Source: an optimization exercise on an open RTL-to-GDS flow (aim: small area, a short achievable clock period and few clock cycles). Production flows keep margins and buffers that such runs may drop.
Only simulation tests tie the RTL to the original design; equivalence was not proved.
Power is estimated from default activity; no workload was simulated.

## v39
==> flow/design.v <==
module s88_scanner (
    input  wire        clk,
    input  wire        rst,           
    input  wire        cmd_valid,
    input  wire        cmd_enable,
    input  wire [7:0]  cmd_mc,
    output wire        cmd_ready,
    output reg         req_valid,
    output wire        req_start,
    output wire [5:0]  req_want,
    input  wire        bat_valid,
    input  wire [31:0] bat_value,
    input  wire [5:0]  bat_n,
    output reg         ev_valid,
    output reg  [7:0]  ev_addr,
    output wire [1:0]  ev_state,
    input  wire        ev_ready
);
    reg [31:0] w0, w1, w2, w3;
    reg [1:0]  ph;
    reg [2:0]  hw_w;                
    reg [4:0]  hw_b;
    reg        enabled;
    reg [3:0]  mcm;                 
    reg [1:0]  pq;                  
    reg        vld;                 
    reg        fast;
    reg        f1;                  
    reg [31:0] v;
    reg [5:0]  take;                
    reg [4:0]  sh;                  
    reg [4:0]  k;                   
    reg        kfin;                
    reg        ev_st;               
    reg        e1_v;                
    reg [7:0]  e1_addr;
    reg        e1_st;
    integer j;
    assign ev_state  = {ev_st, ~ev_st};
    assign cmd_ready = !vld;
    wire [1:0] lastw = mcm[3:2];
    wire       want_full = (pq != lastw) || (mcm[1:0] == 2'd3);
    wire [5:0] want = (pq != lastw) ? 6'd32 : {3'd1 + {1'b0, mcm[1:0]}, 3'b000};
    assign req_start = (pq == 2'd0);
    assign req_want  = want;
    wire can = !e1_v;               
    wire [31:0] m = v ^ w0;
    reg  [31:0] pre;                
    always @* begin
        pre[0] = 1'b0;
        for (j = 1; j < 32; j = j + 1)
            pre[j] = pre[j-1] | m[j-1];
    end
    wire [31:0] lo    = m & ~pre;
    wire        any   = |m;
    wire        multi = |(m & pre);
    reg  [5:0]  idx1;               
    always @* begin
        idx1 = 6'd0;
        for (j = 0; j < 32; j = j + 1)
            if (lo[j]) idx1 = idx1 | (j + 1);
    end
    wire        f_act  = vld && fast;
    wire        f_emit = f_act && any && can;
    wire        f_done = f_act && f1 && can;
    wire        s_act  = vld && !fast && (sh == 5'd0) && !kfin;
    wire        s_in   = ({1'b0, k} < take);
    wire        s_unk  = (hw_w == {1'b0, ph}) && (k >= hw_b);
    wire        s_chg  = s_in && (s_unk || (v[0] ^ w0[0]));
    wire        s_step = s_act && (!s_chg || can);
    wire        s_emit = s_act && s_chg && can;
    wire        s_nb   = s_in ? v[0] : w0[0];
    wire        s_done = vld && !fast && kfin;
    wire done = f_done || s_done;
    wire emit = f_emit || s_emit;
    wire [5:0] eoff  = fast ? idx1 : ({1'b0, k} + 6'd1);
    wire [7:0] eaddr = {{1'b0, ph} + {2'b00, eoff[5]}, eoff[4:0]};
    wire       est   = fast ? |(lo & v) : v[0];
    wire acc = req_valid && bat_valid;
    wire rot = done || (!vld && (ph != pq));
    wire [5:0] take_w = (bat_n >= want) ? want : bat_n;
    wire       part_w = !bat_n[5];                  
    wire       ce_w   = part_w || (pq == lastw);
    wire       fast_w = !part_w && want_full && (hw_w > {1'b0, pq});
    wire [31:0] dn = bat_value ^ w1;
    reg  [31:0] t_any [0:5];
    reg  [31:0] t_mul [0:5];
    integer l;
    always @* begin
        for (j = 0; j < 32; j = j + 1) begin
            t_any[0][j] = dn[j];
            t_mul[0][j] = 1'b0;
        end
        for (l = 1; l < 6; l = l + 1)
            for (j = 0; j < 32; j = j + 1)
                if (j < (32 >> l)) begin
                    t_any[l][j] = t_any[l-1][2*j] | t_any[l-1][2*j+1];
                    t_mul[l][j] = t_mul[l-1][2*j] | t_mul[l-1][2*j+1]
                                | (t_any[l-1][2*j] & t_any[l-1][2*j+1]);
                end else begin
                    t_any[l][j] = 1'b0;
                    t_mul[l][j] = 1'b0;
                end
    end
    wire dn_le1 = !t_mul[5][0];
    wire       vld_n  = acc || (vld && !done);
    wire       fast_n = acc ? fast_w : fast;
    wire       f1_n   = acc ? (vld && fast_w && dn_le1) : (f1 || (f_act && !multi));
    wire       slot0  = !ev_valid || ev_ready;
    wire       evv_n  = slot0 ? (e1_v || emit) : 1'b1;
    wire       e1v_n  = slot0 ? 1'b0 : (e1_v || emit);
    wire       cmd_t  = cmd_valid && !vld;
    wire       en_cmd = cmd_t && cmd_enable && !enabled && cmd_mc >= 8'd1 && cmd_mc <= 8'd16;
    wire       en_n   = en_cmd || (enabled && !(cmd_t && !cmd_enable));
    wire [1:0] ph_n   = en_cmd ? 2'd0 : (rot ? ph + 2'd1 : ph);
    wire [1:0] pq_n   = en_cmd ? 2'd0 : (acc ? (ce_w ? 2'd0 : pq + 2'd1) : pq);
    wire       rv_n   = en_n && (vld_n ? (fast_n && f1_n && !e1v_n && (ph_n + 2'd1 == pq_n))
                                       : (ph_n == pq_n));
    wire [31:0] hn = w0 ^ (lo & {32{f_emit}});
    always @(posedge clk) begin
        if (rot) begin
            w0 <= w1; w1 <= w2; w2 <= w3; w3 <= hn;
        end else if (s_step) begin
            w0 <= {s_nb, w0[31:1]};
        end else begin
            w0 <= hn;
        end
    end
    always @(posedge clk) begin
        fast <= fast_n;
        f1   <= f1_n;
        ph   <= ph_n;
        pq   <= pq_n;
        if (acc) begin
            v    <= bat_value;
            take <= take_w;
            sh   <= (part_w && bat_n[4:0] != 5'd0) ? (5'd0 - bat_n[4:0]) : 5'd0;
            k    <= 5'd0;
            kfin <= 1'b0;
        end else if (vld && !fast && sh != 5'd0) begin
            v  <= {v[0], v[31:1]};
            sh <= sh - 5'd1;
        end else if (s_step) begin
            v  <= {v[0], v[31:1]};
            k  <= k + 5'd1;
            if (k == 5'd31)
                kfin <= 1'b1;
        end
        if (slot0) begin
            if (e1_v) begin
                ev_addr <= e1_addr;
                ev_st   <= e1_st;
            end else if (emit) begin
                ev_addr <= eaddr;
                ev_st   <= est;
            end
        end
        if (emit && !slot0) begin
            e1_addr <= eaddr;
            e1_st   <= est;
        end
        if (s_done && hw_w == {1'b0, ph} && take > {1'b0, hw_b}) begin
            if (take[5]) begin
                hw_w <= hw_w + 3'd1;
                hw_b <= 5'd0;
            end else begin
                hw_b <= take[4:0];
            end
        end
        if (en_cmd) begin
            mcm  <= cmd_mc[3:0] - 4'd1;
            hw_w <= 3'd0;
            hw_b <= 5'd0;
        end
    end
    always @(posedge clk) begin
        if (rst) begin
            enabled   <= 1'b0;
            vld       <= 1'b0;
            ev_valid  <= 1'b0;
            e1_v      <= 1'b0;
            req_valid <= 1'b0;
        end else begin
            enabled   <= en_n;
            vld       <= vld_n;
            ev_valid  <= evv_n;
            e1_v      <= e1v_n;
            req_valid <= rv_n;
        end
    end
endmodule
Settings: LEC_CHECK=0, CAP_MARGIN=20, CORE_MARGIN=2, CORE_UTILIZATION=40, SLEW_MARGIN=20; clock period 10.0 ns.
standard.sh (not shown) runs the stock make flow with config.mk's settings and CLKGATE_MAP_FILE= SYNTH_SCRIPT=/design/flow/synth_recipe.tcl, a recipe that flattens the netlist after the stock synthesis.
==> flow/flow/run.sh <==
#!/bin/bash
bash standard.sh SETUP_SLACK_MARGIN=6.5 "BUFFER_PORTS_ARGS=-buffer_cell sky130_fd_sc_hd__buf_2" finish > standard.log 2>&1
Testbench counts of v39, summed over its fixed seeds: cycles 11,461.
The following lists how v19 was set up differently from v39:
==> flow/flow/run.sh <==
#!/bin/bash
bash standard.sh SETUP_SLACK_MARGIN=6 "BUFFER_PORTS_ARGS=-buffer_cell sky130_fd_sc_hd__buf_2" finish > standard.log 2>&1
==> comparison <==
v19 finished every step from synthesis to the final layout, and the layout passed the timing, DRC and antenna checks. v39 → v19: non-clock buffer count decreased 13, final critical-path share of the clock period increased 2.3 points. Taking v39 as the reference, in v19 worst setup margin now smaller, global-route usage has remained practically unchanged.
### v19 -> v32
==> flow/flow/run.sh <==
#!/bin/bash
bash standard.sh SETUP_SLACK_MARGIN=6  finish > standard.log 2>&1
### Flow results
v19 → v32: via count barely changed, instance count on the critical path climbed 5, setup slack dropped 97 ps.
In the metrics for v32 and v19, the one carrying the lower share of the clock period used by the worst path is v19.
From v19 to v32 the numbers moved as follows: cell leakage power now sits higher; sequential share of layout area now sits lower.
Looking at v32 and v19, the cell count is a wash.
v32 — clock-buffer cell count 1 higher, v19 as reference
Time the worst path needs with I/O delays and setup (lower): v19
What v6 does differently from v32 at the input level:
==> flow/flow/run.sh <==
#!/bin/bash
bash standard.sh SETUP_SLACK_MARGIN=7  finish > standard.log 2>&1
Results
Startpoint of the worst setup timing path: bat_value[20] -> v32, mcm[3] -> v6
Diff v32 -> v6: share of total power in the clock network fell 4.8 points; HPWL after detailed placement rose 0.69%; cell count rose 79; total congestion overflow after global routing about even; final worst-path cycle share fell 3.0 points.
Register share of the cell area was higher in the run labelled v32.

## static timing again, ports no longer ideal
No port has a modelled driver above. Below, the same layouts with a new extraction and two added sets of constraints.
Step 1 assumes that a clkbuf_16 drives the clock port and a buf_2 every other input.
Step 2 moves the port delays by t, midway between the first and last clock arrival at a register: inputs arrive t later, outputs are due t later. That takes back most of the time a late clock gives input paths.
a / b / c = no drivers / after step 1 / after step 2; a / b = the first two.
| run | t (ns) | setup slack, ns | clock arrival spread, ns | slew at the worst register clock pin (ns) | cell pins on the clock port's net |
|---|---|---|---|---|---|
| v39 | 0.569 | 6.374 / 6.325 / 5.959 | 0.021 / 0.021 | 0.06 / 0.06 | 1 |
| v19 | 0.565 | 6.146 / 6.096 / 5.743 | 0.013 / 0.012 | 0.06 / 0.06 | 1 |
| v32 | 0.573 | 6.049 / 6.075 / 5.502 | 0.018 / 0.019 | 0.07 / 0.07 | 1 |
| v6 | 0.573 | 6.345 / 6.294 / 6.152 | 0.014 / 0.013 | 0.07 / 0.07 | 1 |
After both steps setup and hold are still met in every run listed. The setup slack of v32, which loses most, moves by +0.026 ns with the drivers and by -0.547 ns with both steps.
